From an optimization exercise on the open Yosys and OpenROAD flow, aimed at small area; shortcuts taken in it are not production practice.
In this exercise RTL edits were held to simulation tests only and were not proved equivalent to the original.
In runs 3 to 8 the design's own scripts or RTL, not TritonCTS, make the clock network.
The clock port is modelled as an ideal driver, which makes a skipped or thinned clock tree look cheaper than it is; a real chip needs a root buffer or a tree.
Power is estimated from default activity; no workload was simulated.

--- flow/design.v ---
module spibone_sync (
    input  wire clk,
    input  wire rst,
    input  wire raw_clk,
    input  wire raw_csn,
    input  wire raw_din,
    output wire sclk,
    output wire csn,
    output wire din,
    output wire rise,
    output wire fall
);
    reg clk_s1, clk_s2;
    reg csn_s1, csn_s2;
    reg din_s1, din_s2;
    reg clk_prev;
    always @(posedge clk) begin
        if (rst) begin
            clk_s1   <= 1'b0;
            clk_s2   <= 1'b0;
            csn_s1   <= 1'b1;
            csn_s2   <= 1'b1;
            din_s1   <= 1'b0;
            din_s2   <= 1'b0;
            clk_prev <= 1'b0;
        end else begin
            clk_s1   <= raw_clk;
            clk_s2   <= clk_s1;
            csn_s1   <= raw_csn;
            csn_s2   <= csn_s1;
            din_s1   <= raw_din;
            din_s2   <= din_s1;
            clk_prev <= clk_s2;
        end
    end
    assign sclk = clk_s2;
    assign csn  = csn_s2;
    assign din  = din_s2;
    assign rise = clk_s2 & ~clk_prev;
    assign fall = ~clk_s2 & clk_prev;
endmodule
module spibone_core (
    input  wire        clk,
    input  wire        rst,
    input  wire        sclk,
    input  wire        cs_n,
    input  wire        mosi,
    output wire        miso,
    output wire        miso_oe,
    output wire        bus_cyc,
    output wire        bus_stb,
    output wire        bus_we,
    output wire [29:0] bus_adr,
    output wire [31:0] bus_dat_w,
    output wire [3:0]  bus_sel,
    input  wire        bus_ack,
    input  wire        bus_err,
    input  wire [31:0] bus_dat_r
);
    localparam [3:0] S_IDLE        = 4'd0,
                     S_GET_HEADER  = 4'd1,
                     S_READ_ADDR   = 4'd2,
                     S_READ_VALUE  = 4'd3,
                     S_BUS_WRITE   = 4'd4,
                     S_BUS_READ    = 4'd5,
                     S_WAIT_BYTE   = 4'd6,
                     S_WR_RESPONSE = 4'd7,
                     S_RD_RESPONSE = 4'd8,
                     S_WRITE_VALUE = 4'd9,
                     S_END         = 4'd10;
    wire s_sclk, s_csn, s_din, rise, fall;
    spibone_sync u_sync (
        .clk     (clk),
        .rst     (rst),
        .raw_clk (sclk),
        .raw_csn (cs_n),
        .raw_din (mosi),
        .sclk    (s_sclk),
        .csn     (s_csn),
        .din     (s_din),
        .rise    (rise),
        .fall    (fall)
    );
    wire frame_reset = s_csn;
    reg [3:0]  state;
    reg [7:0]  command;
    reg [31:0] address;
    reg [31:0] value;
    reg        is_write;
    reg [7:0]  cnt;
    reg [4:0]  woff;
    reg        turned;
    reg        dout;
    wire [7:0] cnt_next    = cnt + 8'd1;
    wire [7:0] command_shl = {command[6:0], s_din};
    always @(posedge clk) begin
        if (rst) begin
            state    <= S_IDLE;
            command  <= 8'h00;
            address  <= 32'h0;
            value    <= 32'h0;
            is_write <= 1'b0;
            cnt      <= 8'h00;
            woff     <= 5'd0;
            turned   <= 1'b0;
            dout     <= 1'b1;
        end else if (frame_reset) begin
            state    <= S_IDLE;
            command  <= 8'h00;
            address  <= 32'h0;
            value    <= 32'h0;
            is_write <= 1'b0;
            cnt      <= 8'h00;
            woff     <= 5'd0;
            turned   <= 1'b0;
            dout     <= 1'b1;
        end else begin
            if (rise)
                cnt <= cnt_next;
            if (fall && (state == S_BUS_WRITE || state == S_BUS_READ ||
                         state == S_WAIT_BYTE))
                turned <= 1'b1;
            case (state)
                S_IDLE: begin
                    state <= S_GET_HEADER;
                    if (rise)
                        command <= command_shl;
                end
                S_GET_HEADER: begin
                    if (rise) begin
                        command <= command_shl;
                        if (cnt_next == 8'd8) begin
                            if (command_shl == 8'h00) begin
                                is_write <= 1'b1;
                                state    <= S_READ_ADDR;
                            end else if (command_shl == 8'h01) begin
                                is_write <= 1'b0;
                                state    <= S_READ_ADDR;
                            end else begin
                                state    <= S_END;
                            end
                        end
                    end
                end
                S_READ_ADDR: begin
                    if (rise) begin
                        address <= {address[30:0], s_din};
                        if (cnt_next == 8'd40)
                            state <= is_write ? S_READ_VALUE : S_BUS_READ;
                    end
                end
                S_READ_VALUE: begin
                    if (rise) begin
                        value <= {value[30:0], s_din};
                        if (cnt_next == 8'd72)
                            state <= S_BUS_WRITE;
                    end
                end
                S_BUS_WRITE: begin
                    if (bus_ack || bus_err)
                        state <= S_WAIT_BYTE;
                end
                S_BUS_READ: begin
                    if (bus_ack || bus_err) begin
                        state <= S_WAIT_BYTE;
                        value <= bus_dat_r;
                    end
                end
                S_WAIT_BYTE: begin
                    if (fall && cnt[2:0] == 3'd0) begin
                        dout  <= 1'b0;
                        state <= is_write ? S_WR_RESPONSE : S_RD_RESPONSE;
                    end
                end
                S_WR_RESPONSE: begin
                    if (fall) begin
                        dout <= 1'b0;
                        if (cnt[2:0] == 3'd0)
                            state <= S_END;
                    end
                end
                S_RD_RESPONSE: begin
                    if (fall) begin
                        if (cnt[2:0] == 3'd0) begin
                            dout  <= value[31];
                            woff  <= 5'd31;
                            state <= S_WRITE_VALUE;
                        end else begin
                            dout  <= (cnt[2:0] == 3'd7);
                        end
                    end
                end
                S_WRITE_VALUE: begin
                    if (fall) begin
                        if (woff == 5'd0) begin
                            dout  <= 1'b0;
                            state <= S_END;
                        end else begin
                            dout  <= value[woff - 5'd1];
                            woff  <= woff - 5'd1;
                        end
                    end
                end
                S_END: begin
                end
                default: state <= S_IDLE;
            endcase
        end
    end
    assign bus_cyc   = (state == S_BUS_WRITE) || (state == S_BUS_READ);
    assign bus_stb   = bus_cyc;
    assign bus_we    = (state == S_BUS_WRITE);
    assign bus_adr   = address[31:2];
    assign bus_dat_w = value;
    assign bus_sel   = 4'hF;
    assign miso_oe   = turned && (state != S_IDLE) && (state != S_END);
    assign miso      = dout;
endmodule
--- flow/run.sh ---
#!/bin/bash
# synth_recipe.tcl (not shown) runs the flow's synth.tcl, then flattens the netlist and writes it again
# the make line also repeats each setting of config.mk as NAME=value (left out here)
make -C /OpenROAD-flow-scripts/flow DESIGN_CONFIG=/design/flow/config.mk WORK_HOME=/design/flow/orfs CLKGATE_MAP_FILE= SYNTH_SCRIPT=/design/flow/synth_recipe.tcl finish
--- flow/config.mk ---
export PLATFORM = sky130hd
export DESIGN_NAME = spibone_core
export DESIGN_NICKNAME = spibone_core
export VERILOG_FILES = /design/flow/design.v
export SDC_FILE = /design/flow/constraint.sdc
export NUM_CORES = 4
export LEC_CHECK = 0
export CAP_MARGIN = 20
export CORE_MARGIN = 2
export CORE_UTILIZATION = 40
export PLACE_DENSITY = 0.6
export SLEW_MARGIN = 20
--- flow/constraint.sdc ---
create_clock -name core_clock -period 5.0 [get_ports {clk}]
set_input_delay 1.0000 -clock core_clock [delete_from_list [all_inputs] [get_ports {clk}]]
set_output_delay 1.0000 -clock core_clock [all_outputs]
set_load 0.01 [all_outputs]
==> results of run 1 <==
worst reg2reg max path: stages, from the launching register on:
cell	delay, ps
dfxtp_1	670
inv_1	130
ha_1	560
mux4_2	570
mux4_2	460
mux2_2	270
a22oi_1	150
o211ai_1	100
area by class of cell:
cell class	count	area, um2	share of cell area
Tap cell	147	184	0.0306
Sequential cell	98	1960	0.327
Clock buffer	11	243	0.0404
Inverter	13	48.8	0.00813
Clock inverter	5	37.5	0.00625
Timing Repair Buffer	108	1070	0.179
Multi-Input combinational cell	387	2450	0.409
power breakdown:
part	internal (mW)	switching, mW
registers	0.783	0.00274
clock network	0.353	0.297
logic	0.0325	0.0190
metrics by stage:
step | power (mW) | hold slack (ps) | instances | util
3_5_place_dp | 0.855 | 400 | 753 | 0.478
6_report | 1.49 | 414 | 769 | 0.502
5_1_grt | 1.54 | 430 | 769 | 0.502
2_1_floorplan | 0.822 | 389 | 572 | -
3_3_place_gp | 0.855 | 395 | 753 | 0.478
4_1_cts | 1.51 | 416 | 769 | 0.502
cell usage after synthesis (all sizes together), types with 2 or more instances:
| cell type | instances |
|---|---|
| nor2b | 11 |
| nor3 | 7 |
| or2 | 4 |
| nor3b | 2 |
| mux2i | 43 |
| buf | 53 |
| xor2 | 6 |
| inv | 13 |
| o21ai | 15 |
| o31a | 2 |
| nand4 | 2 |
| nor2 | 60 |
| o31ai | 2 |
| mux4 | 10 |
| nand2b | 2 |
| a21oi | 46 |
| and4b | 2 |
| nand3 | 7 |
| nand2 | 87 |
| clkbuf | 21 |
| a22oi | 2 |
| a311oi | 3 |
| or3 | 2 |
| xnor2 | 3 |
| o211ai | 2 |
| dfxtp | 98 |
| a31oi | 2 |
| nor4 | 3 |
| a211oi | 33 |
| and3 | 6 |
| ha | 4 |
per-layer routing:
| metal | vias to the layer above | part of all wire | GRT usage |
|---|---|---|---|
| li1 | 2033 | - | - |
| met1 | 1894 | 0.47 | 0.224 |
| met2 | 131 | 0.46 | 0.273 |
| met3 | 13 | 0.050 | 0.0376 |
| met4 | 0 | 0.013 | 0.0577 |
| met5 | - | 0 | 0 |
kinds of logic after synthesis:
group	Yosys count	synth area share
flip-flops	98	0.403
AND/OR/NAND/NOR	198	0.179
buffers and inverters	87	0.0967
other	1	0.000770
AO/OA/AOI/OAI	117	0.152
multiplexers	54	0.137
XOR/XNOR	10	0.0208
adder cells (fa/ha/maj)	4	0.0103
flip-flops by register name, indices dropped and copies added, names as in the netlist, 4 cells and up:
name     count
value       32
cnt          8
woff         5
state        4
address     32
command      7
path summary, 6_finish.rpt:
check / from / to / depth (start not counted)
setup / recovery: woff[0] / dout / 7
hold / removal: u_sync.csn_s1 / u_sync.csn_s2 / 1
setup reg to reg: woff[0] / dout / 7
hold reg to reg: u_sync.csn_s1 / u_sync.csn_s2 / 1
==> results.cfg, run 1 <==
[final_layout]
nets = 660
antenna_cells = 0
finalInstanceArea_mm2 = 0.00600
layout_common_cells = clkdlybuf4s50_1 (105), dfxtp_1 (98), nand2_1 (87)
area_growth_pct = 23.3
mostFrequentLayoutCell = clkdlybuf4s50_1
fillers = 1127
drive_gt1_frac = 0.0595

[timing]
setup_tns_ps = 0
slew_viol_final = 0
worst_pin_slew_ps = 1010
hold_viol_final = 0
rsz0062_at_grt = false
layout_min_cycle_time_ps = 3030
finalClockSkew_ps = 9.18
fmax_ghz = 0.330
fin_crit_sh = 0.605
slew-limit-headroom = 0.328
setup_slack_ps = 1970
setup_violations = 0

[floorplan]
core.rowCount = 40
io_pins = 110
die_h_um = 114
die_w_um = 114
core_mm2 = 0.0120
floorplan.initialDensity = 0.407
dieArea_mm2 = 0.0131

[clock_network]
cts_hold_buf = 0
cts_tree = built
ctsResizeCount = 0
cts-htree-levels = 3
cts_sinks = 98
cts_setup_buffers = 0
clock_path_buffers = 2
insertion_delay_ps = 340
cts-buffers-inserted = 9
root_buffer = clkbuf_16
clkTransAtPathRegs_ps = 70

[worst_setup_path]
crit_type = flop to flop
path_cells = inv_1 -> ha_1 -> mux4_2 -> mux4_2 -> mux2_2 -> a22oi_1 -> o211ai_1
ff2ff_setup_slack_ps = 1970
critPathMostFrequentCell = mux4_2
slowest_delay_ps = 670
slowest_stage = dfxtp_1
crit_arrival_ps = 3250
cp-end-kind = flop
required_ps = 5220
startpoint_type = flop
path_buf_inv = 1
crit_family = multiplexers
cp_max_fo = 11

[power]
ir_drop_uv = 132
leakagePower_nw = 1.85
p_per_area_mw_per_mm2 = 248

[logic_synthesis]
ys_ff_latch = 98
ys_top_cells_by_area = dfxtp_1 (40%), mux2i_1 (8.8%), nand2_1 (6.7%)
synthCells = 569
yosys_warnings = 2
synth.yosys.seq_area_share = 0.403
ys.flop_type = dfxtp_1
syn_area_per_cell_um2 = 8.55
netlist.area_leader.share = 0.403
synth_area_mm2 = 0.00487
synth_top_cell_by_area = dfxtp_1
synth_edf_count = 0
async_flop_share = 0
yosysUniqueCellTypes = 51

[route]
drt-initial-drc-count = 369
routedWlPerCell_um = 14.1
drtPass1Iterations = 5
drc = 0
routed_wl_um = 10800
vias_per_cell = 5.29
num_vias = 4071
antenna_left = 0

[global_routing]
grt_pass1_wl_um = 18000
grt-ovfl-total = 0
grt_pass1_vias = 3786
grt_max_degree = 65
grtUsageTotal = 0.169
antenna_found_initial = 0

[place]
dp_slack_ps = 1940
portBuffers = 105
dpl_cell_area_mm2 = 0.00572
gp_congestion = 0.837
dp_hpwl_um = 7520

[flow_run]
maxCapViolCount = 0

[hold_path]
holdCritPathClass = flop to flop

[outcome]
status = timing/DRC/antenna clean
==> inputs of run 2 (changes only) <==
==> flow/design.v (replaced) <==
module spibone_sync (
    input  wire clk,
    input  wire rst,
    input  wire raw_clk,
    input  wire raw_csn,
    input  wire raw_din,
    output wire csn,
    output wire din,
    output wire rise,
    output wire fall
);
    reg clk_s1, clk_s2, clk_prev;
    reg csn_s1, csn_s2;
    reg din_s1, din_s2;
    always @(posedge clk) begin
        if (rst) begin
            clk_s1 <= 1'b0;
            csn_s1 <= 1'b1;
            csn_s2 <= 1'b1;
        end else begin
            clk_s1 <= raw_clk;
            csn_s1 <= raw_csn;
            csn_s2 <= csn_s1;
        end
        clk_s2   <= clk_s1;
        clk_prev <= clk_s2;
        din_s1   <= raw_din;
        din_s2   <= din_s1;
    end
    assign csn  = csn_s2;
    assign din  = din_s2;
    assign rise = clk_s2 & ~clk_prev;
    assign fall = ~clk_s2 & clk_prev;
endmodule
module spibone_core (
    input  wire        clk,
    input  wire        rst,
    input  wire        sclk,
    input  wire        cs_n,
    input  wire        mosi,
    output wire        miso,
    output wire        miso_oe,
    output wire        bus_cyc,
    output wire        bus_stb,
    output wire        bus_we,
    output wire [29:0] bus_adr,
    output wire [31:0] bus_dat_w,
    output wire [3:0]  bus_sel,
    input  wire        bus_ack,
    input  wire        bus_err,
    input  wire [31:0] bus_dat_r
);
    localparam [2:0] S_HDR  = 3'd0,
                     S_ADDR = 3'd1,
                     S_VAL  = 3'd2,
                     S_BUS  = 3'd3,
                     S_WAIT = 3'd4,
                     S_RESP = 3'd5,
                     S_DATA = 3'd6,
                     S_END  = 3'd7;
    wire s_csn, s_din, rise, fall;
    spibone_sync u_sync (
        .clk     (clk),
        .rst     (rst),
        .raw_clk (sclk),
        .raw_csn (cs_n),
        .raw_din (mosi),
        .csn     (s_csn),
        .din     (s_din),
        .rise    (rise),
        .fall    (fall)
    );
    reg [2:0]  state;
    reg [4:0]  cnt;
    reg        is_write;
    reg        turned;
    reg        dout;
    reg [29:0] address;
    reg [31:0] value;
    wire clear    = rst | s_csn;
    wire cnt_end  = (cnt == 5'd7);             
    wire byte_end = (cnt[2:0] == 3'd0);
    wire resp_end = (cnt == 5'd8);             
    wire bus_done = bus_ack | bus_err;
    wire hdr_ok   = (address[6:0] == 7'd0);
    wire adr_shift = rise & ((state == S_HDR) |
                             ((state == S_ADDR) & (cnt[4:1] != 4'b0011)));
    wire val_load  = (state == S_BUS) & ~is_write & bus_done;
    wire send      = fall & ((state == S_DATA) |
                             ((state == S_RESP) & ~is_write & byte_end));
    wire val_shift = (rise & (state == S_VAL)) | send;
    always @(posedge clk) begin
        if (adr_shift)
            address <= {address[28:0], s_din};
        if (val_load)
            value <= bus_dat_r;
        else if (val_shift)
            value <= {value[30:0], s_din};
    end
    always @(posedge clk) begin
        if (clear) begin
            state  <= S_HDR;
            cnt    <= 5'd0;
            turned <= 1'b0;
            dout   <= 1'b1;
        end else begin
            if (rise)
                cnt <= cnt + 5'd1;
            if (fall && (state == S_BUS || state == S_WAIT))
                turned <= 1'b1;
            if (send)
                dout <= value[31];
            case (state)
                S_HDR: if (rise && cnt_end) begin
                    is_write <= ~s_din;
                    state    <= hdr_ok ? S_ADDR : S_END;
                end
                S_ADDR: if (rise && cnt_end)
                    state <= is_write ? S_VAL : S_BUS;
                S_VAL: if (rise && cnt_end)
                    state <= S_BUS;
                S_BUS: if (bus_done)
                    state <= S_WAIT;
                S_WAIT: if (fall && byte_end) begin
                    dout     <= 1'b0;
                    cnt[4:3] <= 2'b00;
                    state    <= S_RESP;
                end
                S_RESP: if (fall) begin
                    if (byte_end)
                        state <= is_write ? S_END : S_DATA;
                    else
                        dout <= ~is_write & (cnt[2:0] == 3'd7);
                end
                S_DATA: if (fall && resp_end)
                    state <= S_END;
                default: ;
            endcase
        end
    end
    assign bus_cyc   = (state == S_BUS);
    assign bus_stb   = bus_cyc;
    assign bus_we    = bus_cyc & is_write;
    assign bus_adr   = address;
    assign bus_dat_w = value;
    assign bus_sel   = 4'hF;
    assign miso_oe   = (turned & ((state == S_BUS) | (state == S_WAIT))) |
                       (state == S_RESP) | (state == S_DATA);
    assign miso      = dout;
endmodule
==> run 2 against run 1 <==
  * Worst setup slack got worse by 220 ps
  * Register-to-register slack gained 500 ps
  * Cell count shrank 44%
  * Critical path depth decreased by 3
  * Count of clock-buffer cells in the layout is 2 lower
  * Synthesized area is 33% lower
  * Synthesized cell count shrank 62%
  * Sequential share of layout area is 16 points higher
  * Sequential power decreased by 7.1%
  * Fmax is 6.7% lower
  * First-iteration DRC count fell by 72%
  * Critical endpoint is now bus_we
==> results.cfg, run 2 <==
[clock_network]
insertion_delay_ps = 350
root_buffer = clkbuf_8
clkTransAtPathRegs_ps = 80
cts_tree = built
cts_sinks = 80
clock_path_buffers = 2
cts-buffers-inserted = 9
cts_setup_buffers = 0
cts_hold_buf = 0
ctsResizeCount = 0
cts-htree-levels = 3

[worst_setup_path]
slowest_delay_ps = 790
path_buf_inv = 1
slowest_stage = dfxtp_1
critical_path_depth = 4
timing.rr.end = value[11]
crit_family = flip-flops
required_ps = 4000
cp-end-kind = output pin
path_cells = nand2_2 -> nor2_1 -> and2_1 -> clkdlybuf4s50_1
r2r_start = state[0]
cp-endpoint = bus_we
crit_arrival_ps = 2250
crit_type = flop to output pin
worstRegToRegCells = 6
cp_max_fo = 20
crit_path_start = state[0]
ff2ff_setup_slack_ps = 2470
startpoint_type = flop

[flow_run]
maxCapViolCount = 0

[logic_synthesis]
ys_ff_latch = 80
synthMuxAreaShare = 0.114
async_flop_share = 0
synth-compound-area-share = 0.0470
yosys-top-cells-count = edfxtp_1 (63), mux2_2 (28), dfxtp_1 (17)
yosys_warnings = 2
netlist.area_leader.share = 0.583
synthCells = 215
synth_top_cell_by_area = edfxtp_1
synth_edf_count = 63
synth_fa_ha_area_frac = 0.0116
yosys.area_share.xor_xnor = 0.0108
yosysUniqueCellTypes = 42
ys_top_cells_by_area = edfxtp_1 (58%), dfxtp_1 (10%), mux2_2 (9.7%)
syn_area_per_cell_um2 = 15.1
synth_top_family_by_area = multiplexers
yosys.area_share.simple = 0.0898
ys.flop_type = edfxtp_1
yosysMostFrequentCell = edfxtp_1
synth_area_mm2 = 0.00325
synth.yosys.seq_area_share = 0.687

[floorplan]
core.rowCount = 32
dieArea_mm2 = 0.00885
core_mm2 = 0.00781
die_w_um = 94.1
floorplan.initialDensity = 0.416
io_pins = 110
die_h_um = 94.1

[global_routing]
antenna_found_initial = 0
grt_max_degree = 35
grt_pass1_vias = 1872
grt-ovfl-total = 0
grtUsageTotal = 0.145
grt_pass1_wl_um = 9540

[timing]
fin_crit_sh = 0.649
setup_violations = 0
finalClockSkew_ps = 8.11
rsz0062_at_grt = false
layout_min_cycle_time_ps = 3250
slew_viol_final = 0
slew-limit-headroom = 0.525
setup_slack_ps = 1750
fmax_ghz = 0.308
hold_viol_final = 0
holdWs_ps = 344
setup_tns_ps = 0
worst_pin_slew_ps = 711

[route]
num_vias = 2069
vias_per_cell = 4.82
antenna_left = 0
drtPass1Iterations = 4
drt-initial-drc-count = 103
routed_wl_um = 6530
drc = 0
routedWlPerCell_um = 15.2

[final_layout]
fillers = 678
layout_common_cells = clkdlybuf4s50_1 (105), edfxtp_1 (63), mux2_2 (28)
largest_reg_flops = 32
nets = 364
largest_register = value
drive_gt1_frac = 0.165
post-route-util = 0.582
reg_top3 = value (32), address (30), cnt (5)
mostFrequentLayoutCell = clkdlybuf4s50_1
finalInstanceArea_mm2 = 0.00454
layout.cells.non_filler = 429
area_growth_pct = 39.9
antenna_cells = 0

[place]
dp_slack_ps = 1940
gp_congestion = 0.794
portBuffers = 105
dp_hpwl_um = 4610
dpl_cell_area_mm2 = 0.00436
dp_cells = 413

[outcome]
status = timing/DRC/antenna clean

[power]
p_total_mw = 1.22
ir_drop_uv = 190
leakagePower_nw = 1.51
p_per_area_mw_per_mm2 = 270

[hold_path]
holdCritPathClass = flop to flop
-- run 2: cell types whose count changed in the layout (fill, tap and decap cells not counted), moves of 10 or more --
cell	before	now
nor2_1	60	10
dfxtp_1	98	17
a21oi_1	46	4
edfxtp_1	0	63
mux4_2	10	0
a211oi_1	33	2
mux2i_1	43	2
mux2_2	1	28
nand2_1	87	5
-- run 2: layout make-up --
type	count	area, um2	share of cell area
Inverter	6	22.5	0.00496
Sequential cell	80	2230	0.491
Clock buffer	9	124	0.0273
Tap cell	102	128	0.0281
Timing Repair Buffer	108	1070	0.236
Clock inverter	7	53.8	0.0118
Multi-Input combinational cell	117	908	0.200
-- run 2: power by group --
part | switching (mW) | internal, mW | total (mW)
logic | 0.0218 | 0.0422 | 0.0640
clock network | 0.247 | 0.184 | 0.431
registers | 0.00603 | 0.724 | 0.730
total | 0.275 | 0.950 | 1.22
-- run 2: cells by family after synthesis --
family / after synthesis
buf+inv: 21
simple gates: 50
compound gates: 23
xor+xnor: 4
flops: 80
fa+ha+maj: 3
other cells: 1
mux: 33
-- run 2: layer usage --
layer / share of wire / track usage / wire (um)
met5: 0 / 0 / 0
met4: 0.017 / 0.0652 / 109
met3: 0.067 / 0.0465 / 436
met2: 0.47 / 0.220 / 3090
met1: 0.44 / 0.191 / 2900
-- run 2: worst min-delay path by stage --
stage | start | to | cells past startpoint
2_1_floorplan | u_sync.clk_s1 | u_sync.clk_s2 | 0
3_3_place_gp | u_sync.clk_s1 | u_sync.clk_s2 | 0
3_5_place_dp | u_sync.clk_s1 | u_sync.clk_s2 | 0
4_1_cts | u_sync.din_s1 | u_sync.din_s2 | 0
5_1_grt | u_sync.clk_s1 | u_sync.clk_s2 | 0
6_report | u_sync.clk_s1 | u_sync.clk_s2 | 0
==> inputs of run 3 (changes only) <==
==> flow/flow/run.sh (new file) <==
#!/bin/bash
set -euo pipefail
export BUFFER_PORTS_ARGS="-buffer_cell sky130_fd_sc_hd__buf_1"
RES=orfs/results/${FLOW_PLATFORM}/spibone_core/base
bash standard.sh synth floorplan place > flow_place.log 2>&1
NCLK=${NCLK:-4} CLKBUF=${CLKBUF:-sky130_fd_sc_hd__clkbuf_8} ROOTBUF=${ROOTBUF:-sky130_fd_sc_hd__clkbuf_4} RES_DIR=$RES openroad -no_init -exit flow/cts.tcl > flow_cts.log 2>&1
cp $RES/4_1_cts.odb $RES/4_cts.odb
bash standard.sh finish > flow_finish.log 2>&1
==> flow/flow/cts.tcl (new file) <==
set plat $::env(FLOW_HOME)/platforms/$::env(FLOW_PLATFORM)
set res $::env(RES_DIR)
set k $::env(NCLK)
read_liberty $plat/lib/sky130_fd_sc_hd__tt_025C_1v80.lib
read_db $res/3_place.odb
read_sdc $res/3_place.sdc
source $plat/setRC.tcl

set block [ord::get_db_block]
set clk_net [$block findNet clk]
set sinks {}
foreach it [$clk_net getITerms] {
  set b [[$it getInst] getBBox]
  lappend sinks [list $it [expr {([$b xMin] + [$b xMax]) / 2.0}] [expr {([$b yMin] + [$b yMax]) / 2.0}]]
}
set n [llength $sinks]
puts "clock sinks: $n"

# balanced recursive bisection: split the longer side at the median
proc split_groups {pts k} {
  if {$k <= 1} { return [list $pts] }
  set xs [lmap p $pts {lindex $p 1}]
  set ys [lmap p $pts {lindex $p 2}]
  set w [expr {[tcl::mathfunc::max {*}$xs] - [tcl::mathfunc::min {*}$xs]}]
  set h [expr {[tcl::mathfunc::max {*}$ys] - [tcl::mathfunc::min {*}$ys]}]
  set idx [expr {$w >= $h ? 1 : 2}]
  set sorted [lsort -real -index $idx $pts]
  set k1 [expr {$k / 2}]
  set n1 [expr {int(round([llength $pts] * double($k1) / $k))}]
  return [concat [split_groups [lrange $sorted 0 [expr {$n1 - 1}]] $k1] \
                 [split_groups [lrange $sorted $n1 end] [expr {$k - $k1}]]]
}
set groups [split_groups $sinks $k]
set cx {}
set cy {}
set cnt {}
foreach g $groups {
  set sx 0.0
  set sy 0.0
  foreach p $g { set sx [expr {$sx + [lindex $p 1]}]; set sy [expr {$sy + [lindex $p 2]}] }
  lappend cx [expr {$sx / [llength $g]}]
  lappend cy [expr {$sy / [llength $g]}]
  lappend cnt [llength $g]
}
puts "cluster sizes: $cnt"

# with more than 4 leaf buffers, a root buffer drives them (the clock port
# may feed only a few cells directly)
set root_net $clk_net
if {$k > 4} {
  set rmaster [[ord::get_db] findMaster $::env(ROOTBUF)]
  set rbuf [odb::dbInst_create $block $rmaster clkbuf_root]
  set root_net [odb::dbNet_create $block clk_root]
  $root_net setSigType CLOCK
  [$rbuf findITerm A] connect $clk_net
  [$rbuf findITerm X] connect $root_net
  set ax 0.0
  set ay 0.0
  foreach x $cx y $cy { set ax [expr {$ax + $x}]; set ay [expr {$ay + $y}] }
  $rbuf setLocation [expr {int($ax / $k)}] [expr {int($ay / $k)}]
  $rbuf setPlacementStatus PLACED
}

set master [[ord::get_db] findMaster $::env(CLKBUF)]
for {set c 0} {$c < $k} {incr c} {
  set buf [odb::dbInst_create $block $master clkbuf_leaf_$c]
  set net [odb::dbNet_create $block clk_leaf_$c]
  $net setSigType CLOCK
  [$buf findITerm A] connect $root_net
  [$buf findITerm X] connect $net
  $buf setLocation [expr {int([lindex $cx $c])}] [expr {int([lindex $cy $c])}]
  $buf setPlacementStatus PLACED
  lappend nets $net
}
foreach g $groups net $nets {
  foreach p $g {
    set it [lindex $p 0]
    $it disconnect
    $it connect $net
  }
}
detailed_placement
check_placement -verbose
set_propagated_clock [all_clocks]
estimate_parasitics -placement
report_clock_skew
report_checks -path_delay min_max
report_check_types -max_slew -max_capacitance -violators
write_db $res/4_1_cts.odb
write_sdc -no_timestamp $res/4_cts.sdc
==> flow/standard.sh (new file) <==
#!/bin/bash
# synth_recipe.tcl (not shown) runs the flow's synth.tcl, then flattens the netlist and writes it again
# the make line also repeats each setting of config.mk as NAME=value (left out here)
make -C /OpenROAD-flow-scripts/flow DESIGN_CONFIG=/design/flow/config.mk WORK_HOME=/design/flow/orfs CLKGATE_MAP_FILE= SYNTH_SCRIPT=/design/flow/synth_recipe.tcl "${@:-finish}"
removed: flow/run.sh
==> run 3 against run 2 <==
  * Still clean
  * Power decreased by 19%
  * Synthesized cell count unchanged
  * Hold slack improved by 1.4 ps
  * Clock skew increased by 6.9 ps
  * Critical path depth increased by 2
  * Critical endpoint is now value[12]
  * Highest routed layer unchanged
==> results.cfg, run 3 <==
[outcome]
status = timing/DRC/antenna clean

[timing]
layout_min_cycle_time_ps = 3040
worst_pin_slew_ps = 933
fin_crit_sh = 0.607
slew_viol_final = 0
hold_viol_final = 0
slew-limit-headroom = 0.377
fmax_ghz = 0.329
setup_violations = 0
finalClockSkew_ps = 15.0
rsz0062_at_grt = false
holdWs_ps = 346
setup_tns_ps = 0

[worst_setup_path]
crit_arrival_ps = 2930
cp_max_fo = 34
crit_type = flop to flop
r2r_start = state[0]
crit_path_start = state[0]
path_buf_inv = 2
path_cells = nand2_2 -> nor4_4 -> buf_4 -> a21oi_1 -> nand2_1 -> buf_4
required_ps = 4890
slowest_delay_ps = 770
startpoint_type = flop
critPathMostFrequentCell = buf_4
slowest_stage = dfxtp_1
crit_family = simple AND/OR/NAND/NOR gates
cp-end-kind = flop

[route]
routed_wl_um = 6110
drc = 0
drtPass1Iterations = 4
vias_per_cell = 4.90
routedWlPerCell_um = 14.6
drt-initial-drc-count = 140
num_vias = 2044
antenna_left = 0

[place]
dp_hpwl_um = 4500
portBuffers = 105
gp_congestion = 0.818

[hold_path]
hp-start = u_sync.clk_s1
holdCritPathClass = flop to flop

[logic_synthesis]
synth.yosys.seq_area_share = 0.687
yosysUniqueCellTypes = 42
synth_top_cell_by_area = edfxtp_1
netlist.area_leader.share = 0.583
async_flop_share = 0
synth_area_mm2 = 0.00325
synthCells = 215
yosys-top-cells-count = edfxtp_1 (63), mux2_2 (28), dfxtp_1 (17)
yosysMostFrequentCell = edfxtp_1
ys.flop_type = edfxtp_1
syn_area_per_cell_um2 = 15.1
synth_edf_count = 63
yosys_warnings = 2
ys_top_cells_by_area = edfxtp_1 (58%), dfxtp_1 (10%), mux2_2 (9.7%)
ys_ff_latch = 80

[floorplan]
core_mm2 = 0.00781
core.rowCount = 32
dieArea_mm2 = 0.00885
die_w_um = 94.1
die_h_um = 94.1
io_pins = 110
floorplan.initialDensity = 0.416

[final_layout]
antenna_cells = 0
largest_register = value
mostFrequentLayoutCell = buf_1
post-route-util = 0.482
layout_common_cells = buf_1 (105), edfxtp_1 (63), mux2_2 (28)
area_growth_pct = 15.9
fillers = 713
nets = 359
drive_gt1_frac = 0.133
largest_reg_flops = 32
reg_top3 = value (32), address (30), cnt (5)

[global_routing]
antenna_found_initial = 0
grtUsageTotal = 0.124
grt_pass1_vias = 1734
grt_pass1_wl_um = 8890
grt-ovfl-total = 0
grt_max_degree = 35

[clock_network]
insertion_delay_ps = 170
clkTransAtPathRegs_ps = 120

[power]
leakagePower_nw = 1.17
p_per_area_mw_per_mm2 = 265
ir_drop_uv = 162

[flow_run]
maxCapViolCount = 0
[run 3: cell counts after synthesis]
Identical to the previous run, type by type.
[run 3: path summary, 6_finish.rpt]
check,end,slack (ps),cells after the start
max,value[12],1960,6
min,u_sync.clk_s2,350,0
max reg2reg,value[12],1960,6
min reg2reg,u_sync.clk_s2,350,0
[run 3: cells by family (layout without fill, tap and decap cells)]
family | count (synthesis) | in the layout | share of synthesized area
AND/OR/NAND/NOR | 50 | 50 | 0.0898
buffers and inverters | 21 | 118 | 0.0385
XOR/XNOR | 4 | 4 | 0.0108
other | 1 | 4 | 0.00115
AO/OA/AOI/OAI | 23 | 23 | 0.0470
flip-flops | 80 | 80 | 0.687
multiplexers | 33 | 33 | 0.114
adder cells (fa/ha/maj) | 3 | 3 | 0.0116
[run 3: worst reg2reg max path, stage by stage (launching register included)]
cell and delay, ps:
dfxtp_1 770, nand2_2 190, nor4_4 230, buf_4 410
a21oi_1 90, nand2_1 720, buf_4 330
[run 3: cell type report]
| type | instances | area [um2] | share of cell area |
|---|---|---|---|
| flip-flops and latches | 80 | 2230 | 0.593 |
| multi-input cells | 117 | 908 | 0.241 |
| repair buffers | 108 | 417 | 0.111 |
| well taps | 102 | 128 | 0.0339 |
| plain buffers | 4 | 55.1 | 0.0146 |
| inverters | 6 | 22.5 | 0.00599 |
[run 3: layer usage]
metal / wire, um / track usage / vias to the layer above
met3: 406 / 0.0161 / 5
met4: 52 / 0.0181 / 0
met5: 0 / 0 / -
li1: - / - / 996
met2: 2820 / 0.194 / 73
met1: 2830 / 0.190 / 970
[run 3: where the power goes]
group,total [mW],switching (mW),leakage [nW],internal (mW)
registers,0.730,0.00631,0.714,0.724
logic,0.0347,0.0213,0.429,0.0134
clock network,0.230,0.155,0.0288,0.0750
total,0.995,0.183,1.17,0.812
[run 3: through the flow]
stage	area, um2	setup slack [ps]	std cells	total power [mW]
after floorplan	3260	2130	218	0.762
final	3760	1960	417	0.995
after global routing	3760	1680	417	1.03
after detailed placement	3710	1780	413	0.781
after global placement	3710	1770	413	0.780
==> inputs of run 4 (changes only) <==
--- a/flow/design.v
+++ b/flow/design.v
@@ -7,5 +7,6 @@
     output wire csn,
-    output wire din,
+    output wire din1,
     output wire rise,
-    output wire fall
+    output wire fall,
+    output wire rise_next
 );
@@ -13,3 +14,3 @@
     reg csn_s1, csn_s2;
-    reg din_s1, din_s2;
+    reg din_s1;
     always @(posedge clk) begin
@@ -27,8 +28,8 @@
         din_s1   <= raw_din;
-        din_s2   <= din_s1;
     end
-    assign csn  = csn_s2;
-    assign din  = din_s2;
-    assign rise = clk_s2 & ~clk_prev;
-    assign fall = ~clk_s2 & clk_prev;
+    assign csn       = csn_s2;
+    assign din1      = din_s1;
+    assign rise      = clk_s2 & ~clk_prev;
+    assign fall      = ~clk_s2 & clk_prev;
+    assign rise_next = clk_s1 & ~clk_s2;
 endmodule
@@ -60,13 +61,14 @@
                      S_END  = 3'd7;
-    wire s_csn, s_din, rise, fall;
+    wire s_csn, din1, rise, fall, rise_next;
     spibone_sync u_sync (
-        .clk     (clk),
-        .rst     (rst),
-        .raw_clk (sclk),
-        .raw_csn (cs_n),
-        .raw_din (mosi),
-        .csn     (s_csn),
-        .din     (s_din),
-        .rise    (rise),
-        .fall    (fall)
+        .clk       (clk),
+        .rst       (rst),
+        .raw_clk   (sclk),
+        .raw_csn   (cs_n),
+        .raw_din   (mosi),
+        .csn       (s_csn),
+        .din1      (din1),
+        .rise      (rise),
+        .fall      (fall),
+        .rise_next (rise_next)
     );
@@ -75,3 +77,2 @@
     reg        is_write;
-    reg        turned;
     reg        dout;
@@ -80,9 +81,8 @@
     wire clear    = rst | s_csn;
+    wire waiting  = (state == S_BUS) | (state == S_WAIT);
     wire cnt_end  = (cnt == 5'd7);             
     wire byte_end = (cnt[2:0] == 3'd0);
-    wire resp_end = (cnt == 5'd8);             
     wire bus_done = bus_ack | bus_err;
-    wire hdr_ok   = (address[6:0] == 7'd0);
-    wire adr_shift = rise & ((state == S_HDR) |
-                             ((state == S_ADDR) & (cnt[4:1] != 4'b0011)));
+    wire adr_shift = rise_next & (clear | (state == S_HDR) |
+                                  ((state == S_ADDR) & (cnt[4:1] != 4'b0011)));
     wire val_load  = (state == S_BUS) & ~is_write & bus_done;
@@ -90,6 +90,6 @@
                              ((state == S_RESP) & ~is_write & byte_end));
-    wire val_shift = (rise & (state == S_VAL)) | send;
+    wire val_shift = (rise_next & (state == S_VAL)) | send;
     always @(posedge clk) begin
         if (adr_shift)
-            address <= {address[28:0], s_din};
+            address <= {address[28:0], din1};
         if (val_load)
@@ -97,15 +97,18 @@
         else if (val_shift)
-            value <= {value[30:0], s_din};
+            value <= {value[30:0], din1};
     end
+    wire hdr_ok = (address[7:1] == 7'd0);
     always @(posedge clk) begin
         if (clear) begin
-            state  <= S_HDR;
-            cnt    <= 5'd0;
-            turned <= 1'b0;
-            dout   <= 1'b1;
+            state <= S_HDR;
+            cnt   <= 5'd0;
+            dout  <= 1'b1;
         end else begin
-            if (rise)
+            if (waiting) begin
+                if (rise)
+                    cnt[2:0] <= cnt[2:0] + 3'd1;
+                if (fall)
+                    cnt[4] <= 1'b1;
+            end else if (rise)
                 cnt <= cnt + 5'd1;
-            if (fall && (state == S_BUS || state == S_WAIT))
-                turned <= 1'b1;
             if (send)
@@ -114,3 +117,3 @@
                 S_HDR: if (rise && cnt_end) begin
-                    is_write <= ~s_din;
+                    is_write <= ~address[0];
                     state    <= hdr_ok ? S_ADDR : S_END;
@@ -124,5 +127,4 @@
                 S_WAIT: if (fall && byte_end) begin
-                    dout     <= 1'b0;
-                    cnt[4:3] <= 2'b00;
-                    state    <= S_RESP;
+                    dout  <= 1'b0;
+                    state <= S_RESP;
                 end
@@ -134,3 +136,3 @@
                 end
-                S_DATA: if (fall && resp_end)
+                S_DATA: if (fall && cnt == 5'd0)
                     state <= S_END;
@@ -146,4 +148,3 @@
     assign bus_sel   = 4'hF;
-    assign miso_oe   = (turned & ((state == S_BUS) | (state == S_WAIT))) |
-                       (state == S_RESP) | (state == S_DATA);
+    assign miso_oe   = (waiting & cnt[4]) | (state == S_RESP) | (state == S_DATA);
     assign miso      = dout;
==> run 4 against run 3 <==
  * First-iteration DRC count is 48% lower
  * Combinational power shrank 4%
  * Synthesized cell count is 4.7% lower
  * Critical path type is now flop to output pin
  * Largest cell class unchanged
==> results.cfg, run 4 <==
[place]
dp_slack_ps = 2490
portBuffers = 105
dp_hpwl_um = 4260
gp_congestion = 0.803
dpl_cell_area_mm2 = 0.00366

[worst_setup_path]
startpoint_type = flop
crit_type = flop to output pin
cp-end-kind = output pin
cp_max_fo = 13
crit_arrival_ps = 1430
required_ps = 4000

[final_layout]
seqCellArea_mm2 = 0.00219
largest_reg_flops = 32
drive_gt1_frac = 0.162
nets = 352
layout_common_cells = buf_1 (105), edfxtp_1 (63), mux2_2 (32)
largest_register = value
antenna_cells = 0
multi_input_area_um2 = 901
reg_top3 = value (32), address (30), cnt (5)
area_growth_pct = 16.4
mostFrequentLayoutCell = buf_1
fillers = 707
finalInstanceArea_mm2 = 0.00371

[logic_synthesis]
synth_top_cell_by_area = edfxtp_1
yosysMostFrequentCell = edfxtp_1
syn_area_per_cell_um2 = 15.6
synth_area_mm2 = 0.00319
ys.flop_type = edfxtp_1
ys_top_cells_by_area = edfxtp_1 (59%), mux2_2 (11%), dfxtp_1 (9.4%)
netlist.area_leader.share = 0.593
yosys_warnings = 2
yosys-top-cells-count = edfxtp_1 (63), mux2_2 (32), dfxtp_1 (15)
ys_ff_latch = 78
yosysUniqueCellTypes = 46
synth_edf_count = 63
synthCells = 205
async_flop_share = 0
synth.yosys.seq_area_share = 0.687

[timing]
fmax_ghz = 0.411
setup_tns_ps = 0
layout_min_cycle_time_ps = 2430
rsz0062_at_grt = false
worst_pin_slew_ps = 591
finalClockSkew_ps = 12.1
fin_crit_sh = 0.487
slew_viol_final = 0
slew-limit-headroom = 0.602
setup_violations = 0
setup_slack_ps = 2570
hold_viol_final = 0

[power]
leakagePower_nw = 1.21
p_total_mw = 0.970
p_per_area_mw_per_mm2 = 261
ir_drop_uv = 111

[route]
vias_per_cell = 4.84
drc = 0
antenna_left = 0
drtPass1Iterations = 4
topRoutingLayerUsed = met4
routed_wl_um = 5900
wl_met1_um = 2750
routedWlPerCell_um = 14.4
wl_met2_um = 2380
drt-initial-drc-count = 73
wl_met3_um = 693
num_vias = 1985

[hold_path]
holdCritPathClass = flop to flop

[floorplan]
die_w_um = 93.3
io_pins = 110
floorplan.initialDensity = 0.413
core.rowCount = 32
die_h_um = 93.3
dieArea_mm2 = 0.00871
core_mm2 = 0.00773

[global_routing]
grt_pass1_wl_um = 9400
grt-ovfl-total = 0
grt_max_degree = 33
antenna_found_initial = 0
grtUsageTotal = 0.132
grt_pass1_vias = 1873

[clock_network]
clkTransAtPathRegs_ps = 110
insertion_delay_ps = 170

[flow_run]
maxCapViolCount = 0

[outcome]
status = timing/DRC/antenna clean
-- run 4: metrics by stage --
stage | hold slack (ps) | std cells | util
finish | 367 | 410 | 0.481
floorplan | 332 | 208 | -
global route | 379 | 410 | 0.481
detailed placement | 350 | 406 | 0.474
global placement | 337 | 406 | 0.474
-- run 4: power breakdown --
part           switching (mW)  internal, mW
Sequential            0.00646         0.707
Combinational          0.0196        0.0136
Clock                   0.148        0.0748
Total                   0.174         0.796
-- run 4: cell families (layout without fill, tap and decap cells) --
group | after synthesis | count (layout) | share of synthesized area
AOI/OAI and AO/OA | 23 | 23 | 0.0471
and+or+nand+nor | 43 | 43 | 0.0835
DFF | 78 | 78 | 0.687
muxes | 35 | 35 | 0.122
other | 1 | 4 | 0.00118
adders and majority gates | 3 | 3 | 0.0118
xor gates and xnor gates | 4 | 4 | 0.0110
buffers and inverters | 18 | 118 | 0.0361
-- run 4: final timing paths --
check | from | to | slack, ps | depth (start not counted)
max | state[1] | bus_we | 2570 | 4
min | u_sync.clk_s1 | u_sync.clk_s2 | 370 | 0
max reg2reg | state[1] | value[29] | 2600 | 6
min reg2reg | u_sync.clk_s1 | u_sync.clk_s2 | 370 | 0
-- run 4: layout make-up --
type	instances	area share
buffer	4	0.0148
inverter	6	0.00606
multi-input combinational	112	0.243
sequential	78	0.590
tap	102	0.0344
timing repair buffer	108	0.112
-- run 4: routing by layer --
layer,vias up,track usage
met3,6,0.0435
met5,-,0
li1,973,-
met1,919,0.194
met2,87,0.197
met4,0,0.0147
-- run 4: worst max-delay path: stages, from the launching register on --
cell and delay (ps):
dfxtp_1 600, nand3b_1 200, inv_1 170, and2_1 140, buf_1 140
==> inputs of run 5 (changes only) <==
--- a/flow/config.mk
+++ b/flow/config.mk
@@ -7,6 +7,6 @@
 export LEC_CHECK = 0
-export CAP_MARGIN = 20
+export CAP_MARGIN = 0
 export CORE_MARGIN = 2
-export CORE_UTILIZATION = 40
-export PLACE_DENSITY = 0.6
-export SLEW_MARGIN = 20
+export CORE_UTILIZATION = 70
+export PLACE_DENSITY = 0.8
+export SLEW_MARGIN = 0
==> run 5 against run 4 <==
  * Critical endpoint unchanged
  * Synthesized area is the same
  * Highest routed layer unchanged
  * First-iteration DRC count grew 96%
  * Flip-flop and latch count is the same
  * Sequential power is essentially flat
  * Via count grew 3.3%
==> results.cfg, run 5 <==
[outcome]
status = timing/DRC/antenna clean

[route]
antenna_left = 0
vias_per_cell = 5.70
drtPass1Iterations = 4
num_vias = 2051
routedWlPerCell_um = 16.4
routed_wl_um = 5890
drt-initial-drc-count = 143
drc = 0

[floorplan]
core_mm2 = 0.00438
die_w_um = 71.5
dieArea_mm2 = 0.00511
floorplan.initialDensity = 0.728
core.rowCount = 24
die_h_um = 71.5
io_pins = 110

[timing]
slew-limit-headroom = 0.619
worst_pin_slew_ps = 565
fin_crit_sh = 0.494
finalClockSkew_ps = 11.1
setup_tns_ps = 0
fmax_ghz = 0.405
rsz0062_at_grt = false
layout_min_cycle_time_ps = 2470
slew_viol_final = 0
hold_viol_final = 0
setup_violations = 0

[final_layout]
largest_reg_flops = 32
layout.cells.non_filler = 360
drive_gt1_frac = 0.162
finalInstanceArea_mm2 = 0.00365
largest_register = value
nets = 352
fillers = 248
mostFrequentLayoutCell = buf_1
area_growth_pct = 14.5
antenna_cells = 0
layout_common_cells = buf_1 (105), edfxtp_1 (63), mux2_2 (32)
reg_top3 = value (32), address (30), cnt (5)

[logic_synthesis]
netlist.area_leader.share = 0.593
syn_area_per_cell_um2 = 15.6
ys.flop_type = edfxtp_1
yosys-top-cells-count = edfxtp_1 (63), mux2_2 (32), dfxtp_1 (15)
async_flop_share = 0
synthCells = 205
yosys_warnings = 2
ys_ff_latch = 78
yosysMostFrequentCell = edfxtp_1
ys_top_cells_by_area = edfxtp_1 (59%), mux2_2 (11%), dfxtp_1 (9.4%)
synth_top_cell_by_area = edfxtp_1
synth_edf_count = 63
yosysUniqueCellTypes = 46
synth.yosys.seq_area_share = 0.687
synth_area_mm2 = 0.00319

[worst_setup_path]
startpoint_type = flop
slowest_stage = dfxtp_1
crit_arrival_ps = 1470
worstRegToRegCells = 6
cp_max_fo = 13
slowest_delay_ps = 610
cp-end-kind = output pin
required_ps = 4000
path_cells = nand3b_1 -> inv_1 -> and2_1 -> buf_1
r2r_start = state[0]
crit_type = flop to output pin
crit_path_start = state[0]

[place]
dp_hpwl_um = 4170
portBuffers = 105
dp_cells = 356
dpl_cell_area_mm2 = 0.00360
gp_congestion = 0.823

[power]
ir_drop_uv = 239
leakagePower_nw = 1.21
p_per_area_mw_per_mm2 = 265

[global_routing]
grt_pass1_wl_um = 9070
grt_pass1_vias = 1913
grt_max_degree = 33
grtUsageTotal = 0.219
grt-ovfl-total = 0
antenna_found_initial = 0

[flow_run]
maxCapViolCount = 0

[hold_path]
holdCritPathClass = flop to flop
whs_path_depth = 0
hp-start = u_sync.clk_s1

[clock_network]
clkTransAtPathRegs_ps = 110
insertion_delay_ps = 170
-- run 5: cell counts after synthesis --
No cell type changed its count.
-- run 5: cell type report --
| class | instances | area [um2] | area share |
|---|---|---|---|
| sequential | 78 | 2190 | 0.600 |
| multi-input combinational | 112 | 901 | 0.247 |
| timing repair buffer | 108 | 417 | 0.114 |
| tap | 52 | 65.1 | 0.0178 |
| buffer | 4 | 55.1 | 0.0151 |
| inverter | 6 | 22.5 | 0.00617 |
-- run 5: logic make-up (layout without fill, tap and decap cells) --
logic type | count (synthesis) | count (layout) | synth area share
flip-flops | 78 | 78 | 0.687
AND/OR/NAND/NOR | 43 | 43 | 0.0835
multiplexers | 35 | 35 | 0.122
AO/OA/AOI/OAI | 23 | 23 | 0.0471
buffers and inverters | 18 | 118 | 0.0361
XOR/XNOR | 4 | 4 | 0.0110
adder cells (fa/ha/maj) | 3 | 3 | 0.0118
other | 1 | 4 | 0.00118
-- run 5: critical path, delay by kind of cell, from the launching register on --
kind | cells | cell delay [ps]
buffers and inverters | 2 | 330
DFF | 1 | 610
and+or+nand+nor | 2 | 370
-- run 5: where the power goes --
part / total (mW) / internal, mW / switching [mW] / leakage [nW]
clock network: 0.218 / 0.0747 / 0.144 / 0.0288
registers: 0.715 / 0.707 / 0.00718 / 0.698
logic: 0.0341 / 0.0136 / 0.0204 / 0.481
-- run 5: layer usage --
metal / track usage / wire length (um) / share of wire
met2: 0.371 / 2990 / 0.51
met3: 0.0380 / 463 / 0.079
met4: 0.0168 / 48 / 0.0081
met5: 0 / 0 / 0
met1: 0.319 / 2390 / 0.40
-- run 5: metrics by stage --
| stage | setup WS [ps] | total power, mW | utilization | hold slack (ps) |
|---|---|---|---|---|
| final | 2530 | 0.967 | 0.833 | 360 |
| after global routing | 2410 | 0.994 | 0.833 | 365 |
| after detailed placement | 2530 | 0.763 | 0.820 | 340 |
| after global placement | 2560 | 0.761 | 0.820 | 340 |
| after floorplan | 1780 | 0.744 | - | 332 |
-- run 5: final timing paths --
kind,end,slack [ps]
worst min-delay path,u_sync.clk_s2,360
worst max register to register,value[0],2580
worst min register to register,u_sync.clk_s2,360
worst max-delay path,bus_we,2530
==> inputs of run 6 (changes only) <==
--- a/flow/flow/run.sh
+++ b/flow/flow/run.sh
@@ -3,2 +3,3 @@
 export BUFFER_PORTS_ARGS="-buffer_cell sky130_fd_sc_hd__buf_1"
+export RECOVER_POWER=${RECOVER_POWER:-100}
 RES=orfs/results/${FLOW_PLATFORM}/spibone_core/base
--- a/flow/config.mk
+++ b/flow/config.mk
@@ -7,3 +7,3 @@
 export LEC_CHECK = 0
-export CAP_MARGIN = 0
+export CAP_MARGIN = 20
 export CORE_MARGIN = 2
@@ -11,2 +11,2 @@
 export PLACE_DENSITY = 0.8
-export SLEW_MARGIN = 0
+export SLEW_MARGIN = 20
==> run 6 against run 5 <==
  * Now fails the layout checks on capacitance limit, slew limit
  * Clock skew fell by 1.2 ps
  * Register-to-register slack got worse by 920 ps
  * Worst setup slack got worse by 870 ps
  * Hold slack barely moved
  * Sequential power barely moved
  * Clock power barely moved
  * Power barely moved
  * Critical path type is now flop to flop
  * Critical endpoint is now value[0]
  * Largest cell class unchanged
==> results.cfg, run 6 <==
[outcome]
status = complete, but fails checks
failed_checks = capacitance limit, slew limit

[logic_synthesis]
ys_ff_latch = 78
synth_top_family_by_area = multiplexers
netlist.area_leader.share = 0.593
syn_area_per_cell_um2 = 15.6
async_flop_share = 0
synth-compound-area-share = 0.0471
ys.flop_type = edfxtp_1
yosys_warnings = 2
synth_area_mm2 = 0.00319
ys_top_cells_by_area = edfxtp_1 (59%), mux2_2 (11%), dfxtp_1 (9.4%)
synth.yosys.seq_area_share = 0.687
yosysUniqueCellTypes = 46
synth_edf_count = 63
synthMuxAreaShare = 0.122
synth_top_cell_by_area = edfxtp_1
yosys.area_share.xor_xnor = 0.0110
synthCells = 205
yosys-top-cells-count = edfxtp_1 (63), mux2_2 (32), dfxtp_1 (15)
synth_fa_ha_area_frac = 0.0118
yosysMostFrequentCell = edfxtp_1
yosys.area_share.simple = 0.0835

[global_routing]
grt_pass1_vias = 1913
grt_max_degree = 33
grt-ovfl-total = 0
grt_pass1_wl_um = 9070
grtUsageTotal = 0.219
antenna_found_initial = 0

[final_layout]
largest_reg_flops = 32
drive_gt1_frac = 0.149
nets = 352
layout_common_cells = buf_1 (105), edfxtp_1 (63), mux2_2 (32)
reg_top3 = value (32), address (30), cnt (5)
area_growth_pct = 14.1
mostFrequentLayoutCell = buf_1
layout.cells.non_filler = 360
antenna_cells = 0
largest_register = value

[place]
portBuffers = 105
gp_congestion = 0.823
dp_cells = 356
dp_hpwl_um = 4170
dp_slack_ps = 2530

[route]
antenna_left = 0
vias_per_cell = 5.69
routed_wl_um = 5850
drc = 0
routedWlPerCell_um = 16.3
drtPass1Iterations = 4
num_vias = 2049
drt-initial-drc-count = 189

[worst_setup_path]
crit_arrival_ps = 3260
required_ps = 4920
crit_type = flop to flop
slowest_stage = clkbuf_1
path_cells = nand3b_1 -> inv_1 -> o21ai_0 -> nor2_2 -> clkbuf_1 -> mux2_2
startpoint_type = flop
slowest_delay_ps = 1240
cp-end-kind = flop
cp_max_fo = 32

[power]
leakagePower_nw = 1.19
ir_drop_uv = 238
p_per_area_mw_per_mm2 = 266

[timing]
slew-limit-headroom = -0.145
fmax_ghz = 0.300
fin_crit_sh = 0.667
setup_violations = 0
finalClockSkew_ps = 9.89
setup_tns_ps = 0
setup_slack_ps = 1660
hold_viol_final = 0
worst_pin_slew_ps = 1720
layout_min_cycle_time_ps = 3340
rsz0062_at_grt = false
slew_viol_final = 97

[flow_run]
maxCapViolCount = 3

[floorplan]
dieArea_mm2 = 0.00511
core_mm2 = 0.00438
die_w_um = 71.5
die_h_um = 71.5
core.rowCount = 24
io_pins = 110
floorplan.initialDensity = 0.728

[clock_network]
clkTransAtPathRegs_ps = 110
insertion_delay_ps = 170

[hold_path]
holdCritPathClass = flop to flop
==> run 6: logic make-up (layout without fill, tap and decap cells) <==
family / after synthesis / after routing
compound gates: 23 / 23
xor+xnor: 4 / 4
fa+ha+maj: 3 / 3
buf+inv: 18 / 118
flops: 78 / 78
mux: 35 / 35
other cells: 1 / 4
simple gates: 43 / 43
==> run 6: worst paths after layout <==
kind / from / to / slack [ps] / cells after the start
worst min-delay path: u_sync.clk_s1 / u_sync.clk_s2 / 360 / 0
worst min register to register: u_sync.clk_s1 / u_sync.clk_s2 / 360 / 0
worst max-delay path: state[0] / value[0] / 1660 / 6
worst max register to register: state[0] / value[0] / 1660 / 6
==> run 6: layout make-up <==
class,count,area (um2)
fill,254,743
tap,52,65.1
multi-input combinational,112,901
sequential,78,2190
buffer,4,55.1
timing repair buffer,108,405
inverter,6,22.5
==> run 6: metrics by stage <==
stage / hold WS, ps / area (um2) / power [mW] / util
2_1_floorplan: 332 / 3200 / 0.744 / -
3_3_place_gp: 340 / 3600 / 0.761 / 0.820
3_5_place_dp: 340 / 3600 / 0.763 / 0.820
5_1_grt: 365 / 3640 / 0.994 / 0.830
6_report: 360 / 3640 / 0.967 / 0.830
==> run 6: where the power goes <==
group	internal [mW]	total, mW	switching, mW
Combinational	0.0132	0.0335	0.0203
Sequential	0.708	0.715	0.00704
Clock	0.0747	0.219	0.144
Total	0.796	0.967	0.171
==> run 6: metal layers <==
metal  share of wire  track usage
met3           0.077       0.0380
met5               0            0
met4          0.0082       0.0168
met1            0.41        0.319
met2            0.51        0.371
==> run 6: critical path, delay by kind of cell (launching register included) <==
kind,cells,cell delay (ps)
flops,1,610
mux,1,440
compound gates,1,240
buf+inv,2,1420
simple gates,2,360
==> inputs of run 7 (changes only) <==
--- a/flow/flow/run.sh
+++ b/flow/flow/run.sh
@@ -3,3 +3,2 @@
 export BUFFER_PORTS_ARGS="-buffer_cell sky130_fd_sc_hd__buf_1"
-export RECOVER_POWER=${RECOVER_POWER:-100}
 RES=orfs/results/${FLOW_PLATFORM}/spibone_core/base
==> run 7 against run 6 <==
  * Now clean on timing, DRC and antenna
  * Power barely moved
  * Critical path type is now flop to output pin
  * Critical path depth down 2
  * Register-to-register slack better by 920 ps
==> results.cfg, run 7 <==
[timing]
slew_viol_final = 0
setup_slack_ps = 2530
fin_crit_sh = 0.494
slew-limit-headroom = 0.619
fmax_ghz = 0.405
worst_pin_slew_ps = 565
holdWs_ps = 360
setup_tns_ps = 0
finalClockSkew_ps = 11.1
hold_viol_final = 0
rsz0062_at_grt = false
setup_violations = 0
layout_min_cycle_time_ps = 2470

[worst_setup_path]
r2r_start = state[0]
cp-end-kind = output pin
startpoint_type = flop
ff2ff_setup_slack_ps = 2580
required_ps = 4000
worstRegToRegCells = 6
cp_max_fo = 13
slowest_delay_ps = 610
slowest_stage = dfxtp_1
crit_arrival_ps = 1470
crit_type = flop to output pin
timing.rr.end = value[0]
path_cells = nand3b_1 -> inv_1 -> and2_1 -> buf_1

[final_layout]
multi_input_area_um2 = 901
seqCellArea_mm2 = 0.00219
layout_common_cells = buf_1 (105), edfxtp_1 (63), mux2_2 (32)
nets = 352
antenna_cells = 0
reg_top3 = value (32), address (30), cnt (5)
finalInstanceArea_mm2 = 0.00365
layout.cells.non_filler = 360
area_growth_pct = 14.5
post-route-util = 0.833
fillers = 248
largest_register = value
drive_gt1_frac = 0.162
mostFrequentLayoutCell = buf_1
largest_reg_flops = 32

[floorplan]
floorplan.initialDensity = 0.728
core_mm2 = 0.00438
core.rowCount = 24
io_pins = 110
dieArea_mm2 = 0.00511
die_w_um = 71.5
die_h_um = 71.5

[route]
num_vias = 2051
routedWlPerCell_um = 16.4
drtPass1Iterations = 4
drt-initial-drc-count = 143
antenna_left = 0
drc = 0
vias_per_cell = 5.70
routed_wl_um = 5890

[global_routing]
grt_pass1_wl_um = 9070
grtUsageTotal = 0.219
grt-ovfl-total = 0
grt_max_degree = 33
antenna_found_initial = 0
grt_pass1_vias = 1913

[logic_synthesis]
ys_top_cells_by_area = edfxtp_1 (59%), mux2_2 (11%), dfxtp_1 (9.4%)
yosys_warnings = 2
synth.yosys.seq_area_share = 0.687
yosys-top-cells-count = edfxtp_1 (63), mux2_2 (32), dfxtp_1 (15)
synth_edf_count = 63
synth_top_cell_by_area = edfxtp_1
ys_ff_latch = 78
netlist.area_leader.share = 0.593
ys.flop_type = edfxtp_1
synth_area_mm2 = 0.00319
yosysMostFrequentCell = edfxtp_1
synthCells = 205
yosysUniqueCellTypes = 46
async_flop_share = 0
syn_area_per_cell_um2 = 15.6

[place]
dpl_cell_area_mm2 = 0.00360
gp_congestion = 0.823
dp_cells = 356
dp_hpwl_um = 4170
portBuffers = 105
dp_slack_ps = 2530

[power]
p_total_mw = 0.967
leakagePower_nw = 1.21
ir_drop_uv = 239
p_per_area_mw_per_mm2 = 265

[hold_path]
min_to = u_sync.clk_s2
whs_path_depth = 0
holdCritPathClass = flop to flop
hp-start = u_sync.clk_s1

[flow_run]
maxCapViolCount = 0

[clock_network]
insertion_delay_ps = 170
clkTransAtPathRegs_ps = 110

[outcome]
status = timing/DRC/antenna clean
-- run 7: cell count changes in the layout (fill, tap and decap cells not counted) --
cell | before | now
or2_0 | 1 | 0
and2_1 | 0 | 1
buf_4 | 0 | 3
or2_2 | 2 | 3
and2_0 | 1 | 0
clkbuf_1 | 3 | 0
-- run 7: how the worst max path moves through the flow --
| stage | from | to | slack (ps) | cells after the start |
|---|---|---|---|---|
| 2_1_floorplan | bus_err | value[0] | 1780 | 2 |
| 3_3_place_gp | bus_err | value[1] | 2560 | 5 |
| 3_5_place_dp | bus_err | value[0] | 2530 | 5 |
| 5_1_grt | state[0] | miso_oe | 2410 | 4 |
| 6_report | state[0] | bus_we | 2530 | 4 |
-- run 7: final cells by class --
| class | count | area share |
|---|---|---|
| Timing Repair Buffer | 108 | 0.114 |
| Buffer | 4 | 0.0151 |
| Sequential cell | 78 | 0.600 |
| Tap cell | 52 | 0.0178 |
| Inverter | 6 | 0.00617 |
| Multi-Input combinational cell | 112 | 0.247 |
-- run 7: cell families after synthesis --
kind of cell | after synthesis | synth area share
xor+xnor | 4 | 0.0110
flops | 78 | 0.687
mux | 35 | 0.122
simple gates | 43 | 0.0835
buf+inv | 18 | 0.0361
fa+ha+maj | 3 | 0.0118
compound gates | 23 | 0.0471
other cells | 1 | 0.00118
-- run 7: critical path: cells and delay by family, from the launching register on --
family,cells,cell delay (ps)
DFF,1,610
buffers and inverters,2,330
and+or+nand+nor,2,370
-- run 7: metal layers --
layer	part of all wire	GRT usage	routed length, um
met2	0.51	0.371	2990
met5	0	0	0
met4	0.0081	0.0168	48
met3	0.079	0.0380	463
met1	0.40	0.319	2390
-- run 7: report_power, final --
part	switching [mW]	internal [mW]	total, mW
combinational	0.0204	0.0136	0.0341
clock	0.144	0.0747	0.218
sequential	0.00718	0.707	0.715
total	0.171	0.796	0.967
==> inputs of run 8 (changes only) <==
--- a/flow/flow/run.sh
+++ b/flow/flow/run.sh
@@ -3,2 +3,3 @@
 export BUFFER_PORTS_ARGS="-buffer_cell sky130_fd_sc_hd__buf_1"
+export DOWNSIZE=${DOWNSIZE:-1}
 RES=orfs/results/${FLOW_PLATFORM}/spibone_core/base
--- a/flow/flow/cts.tcl
+++ b/flow/flow/cts.tcl
@@ -81,5 +81,14 @@
 }
+set_propagated_clock [all_clocks]
+estimate_parasitics -placement
+if {[info exists ::env(DOWNSIZE)] && $::env(DOWNSIZE)} {
+  # downsize cells off the critical paths (synthesis sizes for speed), then
+  # repair any slew/capacitance limits this breaks
+  set_dont_use [get_lib_cells {sky130_fd_sc_hd__probe* sky130_fd_sc_hd__lpflow_*}]
+  repair_timing -recover_power 100 -verbose
+  estimate_parasitics -placement
+  repair_design -slew_margin 20 -cap_margin 20 -verbose
+}
 detailed_placement
 check_placement -verbose
-set_propagated_clock [all_clocks]
 estimate_parasitics -placement
==> run 8 against run 7 <==
  * Die area unchanged
  * Worst setup slack improved by 15 ps
  * Hold slack worse by 0.52 ps
  * Sequential share of layout area is 0.47 points lower
  * Critical path depth stayed put
  * Synthesized area did not move
  * Fmax up 0.63%
  * Register-to-register slack better by 90 ps
  * Utilization up 0.66 points
  * First-iteration DRC count increased by 50%
  * Critical path type unchanged
  * Highest routed layer unchanged
==> results.cfg, run 8 <==
[logic_synthesis]
synth_edf_count = 63
synth.yosys.seq_area_share = 0.687
yosys-top-cells-count = edfxtp_1 (63), mux2_2 (32), dfxtp_1 (15)
netlist.area_leader.share = 0.593
ys_ff_latch = 78
synthMuxAreaShare = 0.122
yosys.area_share.xor_xnor = 0.0110
ys.flop_type = edfxtp_1
synth_fa_ha_area_frac = 0.0118
synth_area_mm2 = 0.00319
synth-compound-area-share = 0.0471
yosysMostFrequentCell = edfxtp_1
syn_area_per_cell_um2 = 15.6
yosys_warnings = 2
ys_top_cells_by_area = edfxtp_1 (59%), mux2_2 (11%), dfxtp_1 (9.4%)
yosys.area_share.simple = 0.0835
synth_top_family_by_area = multiplexers
synth_top_cell_by_area = edfxtp_1
async_flop_share = 0
yosysUniqueCellTypes = 46
synthCells = 205

[timing]
rsz0062_at_grt = false
slew-limit-headroom = 0.521
slew_viol_final = 0
hold_viol_final = 0
setup_violations = 0
finalClockSkew_ps = 8.45
setup_tns_ps = 0
worst_pin_slew_ps = 719
layout_min_cycle_time_ps = 2450
fmax_ghz = 0.408
fin_crit_sh = 0.490

[worst_setup_path]
critical_path_depth = 4
worstRegToRegCells = 7
startpoint_type = flop
cp_max_fo = 13
ff2ff_setup_slack_ps = 2670
cp-end-kind = output pin
slowest_stage = dfxtp_1
slowest_delay_ps = 610
crit_arrival_ps = 1450
required_ps = 4000
crit_type = flop to output pin
crit_family = flip-flops
path_cells = nand3b_1 -> inv_1 -> and2_1 -> buf_1
path_buf_inv = 2

[floorplan]
io_pins = 110
core_mm2 = 0.00438
die_w_um = 71.5
dieArea_mm2 = 0.00511
floorplan.initialDensity = 0.728
core.rowCount = 24
die_h_um = 71.5

[place]
gp_congestion = 0.823
dp_hpwl_um = 4170
dp_cells = 356
portBuffers = 105

[final_layout]
nets = 354
fillers = 240
antenna_cells = 0
largest_register = value
drive_gt1_frac = 0.161
reg_top3 = value (32), address (30), cnt (5)
layout_common_cells = buf_1 (105), edfxtp_1 (63), mux2_2 (32)
area_growth_pct = 15.4
layout.cells.non_filler = 362
largest_reg_flops = 32
mostFrequentLayoutCell = buf_1

[global_routing]
antenna_found_initial = 0
grt_max_degree = 33
grtUsageTotal = 0.222
grt_pass1_vias = 1917
grt-ovfl-total = 0
grt_pass1_wl_um = 9160

[clock_network]
insertion_delay_ps = 170
clkTransAtPathRegs_ps = 110

[outcome]
status = timing/DRC/antenna clean

[flow_run]
maxCapViolCount = 0

[power]
p_total_mw = 0.969
leakagePower_nw = 1.22
p_per_area_mw_per_mm2 = 263
ir_drop_uv = 239

[route]
routed_wl_um = 5950
vias_per_cell = 5.69
drtPass1Iterations = 4
num_vias = 2059
drc = 0
drt-initial-drc-count = 214
routedWlPerCell_um = 16.4
antenna_left = 0

[hold_path]
holdCritPathClass = flop to flop
whs_path_depth = 0
run 8: final cells by class:
class / count / area, um2 / share of cell area
repair buffers: 110 / 449 / 0.122
well taps: 52 / 65.1 / 0.0177
plain buffers: 4 / 55.1 / 0.0150
inverters: 6 / 22.5 / 0.00612
flip-flops and latches: 78 / 2190 / 0.596
multi-input cells: 112 / 897 / 0.244
run 8: cells by family after synthesis:
kind of cell             count (synthesis)
adder cells (fa/ha/maj)                  3
AO/OA/AOI/OAI                           23
AND/OR/NAND/NOR                         43
buffers and inverters                   18
flip-flops                              78
other                                    1
multiplexers                            35
XOR/XNOR                                 4
run 8: metal layers:
metal  wire length, um  share of wire  vias to the layer above  global-route usage
met5                 0              0                        -                   0
met4                48         0.0081                        0              0.0168
met3               404          0.068                        8              0.0338
met2              3000           0.50                       69               0.379
met1              2500           0.42                     1007               0.324
li1                  -              -                      975                   -
run 8: through the flow:
stage	hold WS, ps	setup WS (ps)	instance area [um2]	util
6_report	359	2550	3680	0.840
5_1_grt	365	2420	3680	0.840
3_5_place_dp	340	2530	3600	0.820
3_3_place_gp	340	2560	3600	0.820
2_1_floorplan	332	1780	3200	-
run 8: worst register-to-register path, delay by kind of cell, from the launching register on:
kind / cells / cell delay, ps
DFF: 1 / 610
buffers and inverters: 3 / 500
muxes: 1 / 380
and+or+nand+nor: 2 / 370
AOI/OAI and AO/OA: 1 / 240
run 8: final timing paths:
path	to	startpoint
worst max register to register	value[0]	state[0]
worst max-delay path	bus_we	state[0]
worst min register to register	u_sync.clk_s2	u_sync.clk_s1
worst min-delay path	u_sync.clk_s2	u_sync.clk_s1
run 8: power by group:
| group | leakage [nW] | switching (mW) | internal [mW] |
|---|---|---|---|
| sequential | 0.698 | 0.00716 | 0.708 |
| combinational | 0.492 | 0.0202 | 0.0133 |
| clock | 0.0288 | 0.146 | 0.0747 |
| total | 1.22 | 0.173 | 0.796 |

## re-timing with driven ports
In the flow no input, the clock included, has a driving cell. The finished layouts below were timed again as built, in two steps. Step 1: set_driving_cell puts a clkbuf_16 on clk and a buf_2 on each other input, an assumption about the parent block. Step 2 moves the port delays by t, midway between the first and last clock arrival at a register: inputs arrive t later, outputs are due t later. That takes back most of the time a late clock gives input paths. Three values: ideal, step 1, step 2; two values: the first two.
run	shift t [ns]	setup WS [ns]	hold WS [ns]	worst slew at a driven data input, ns
run 1	0.377	1.973 / 1.960 / 1.973	0.414 / 0.414 / 0.414	0.04
run 2	0.380	1.755 / 1.724 / 1.967	0.344 / 0.344 / 0.344	0.05
run 3	0.228	1.964 / 1.964 / 1.808	0.346 / 0.346 / 0.346	0.04
run 4	0.221	2.566 / 2.508 / 2.485	0.367 / 0.367 / 0.367	0.05
run 5	0.217	2.532 / 2.476 / 2.491	0.360 / 0.360 / 0.360	0.04
run 6	0.219	1.665 / 1.665 / 1.573	0.360 / 0.360 / 0.360	0.04
run 7	0.217	2.532 / 2.476 / 2.491	0.360 / 0.360 / 0.360	0.04
run 8	0.220	2.548 / 2.491 / 2.528	0.359 / 0.359 / 0.359	0.04
The setup slack of run 3, which loses most, moves by 0.000 ns with the drivers and by -0.156 ns with both steps.
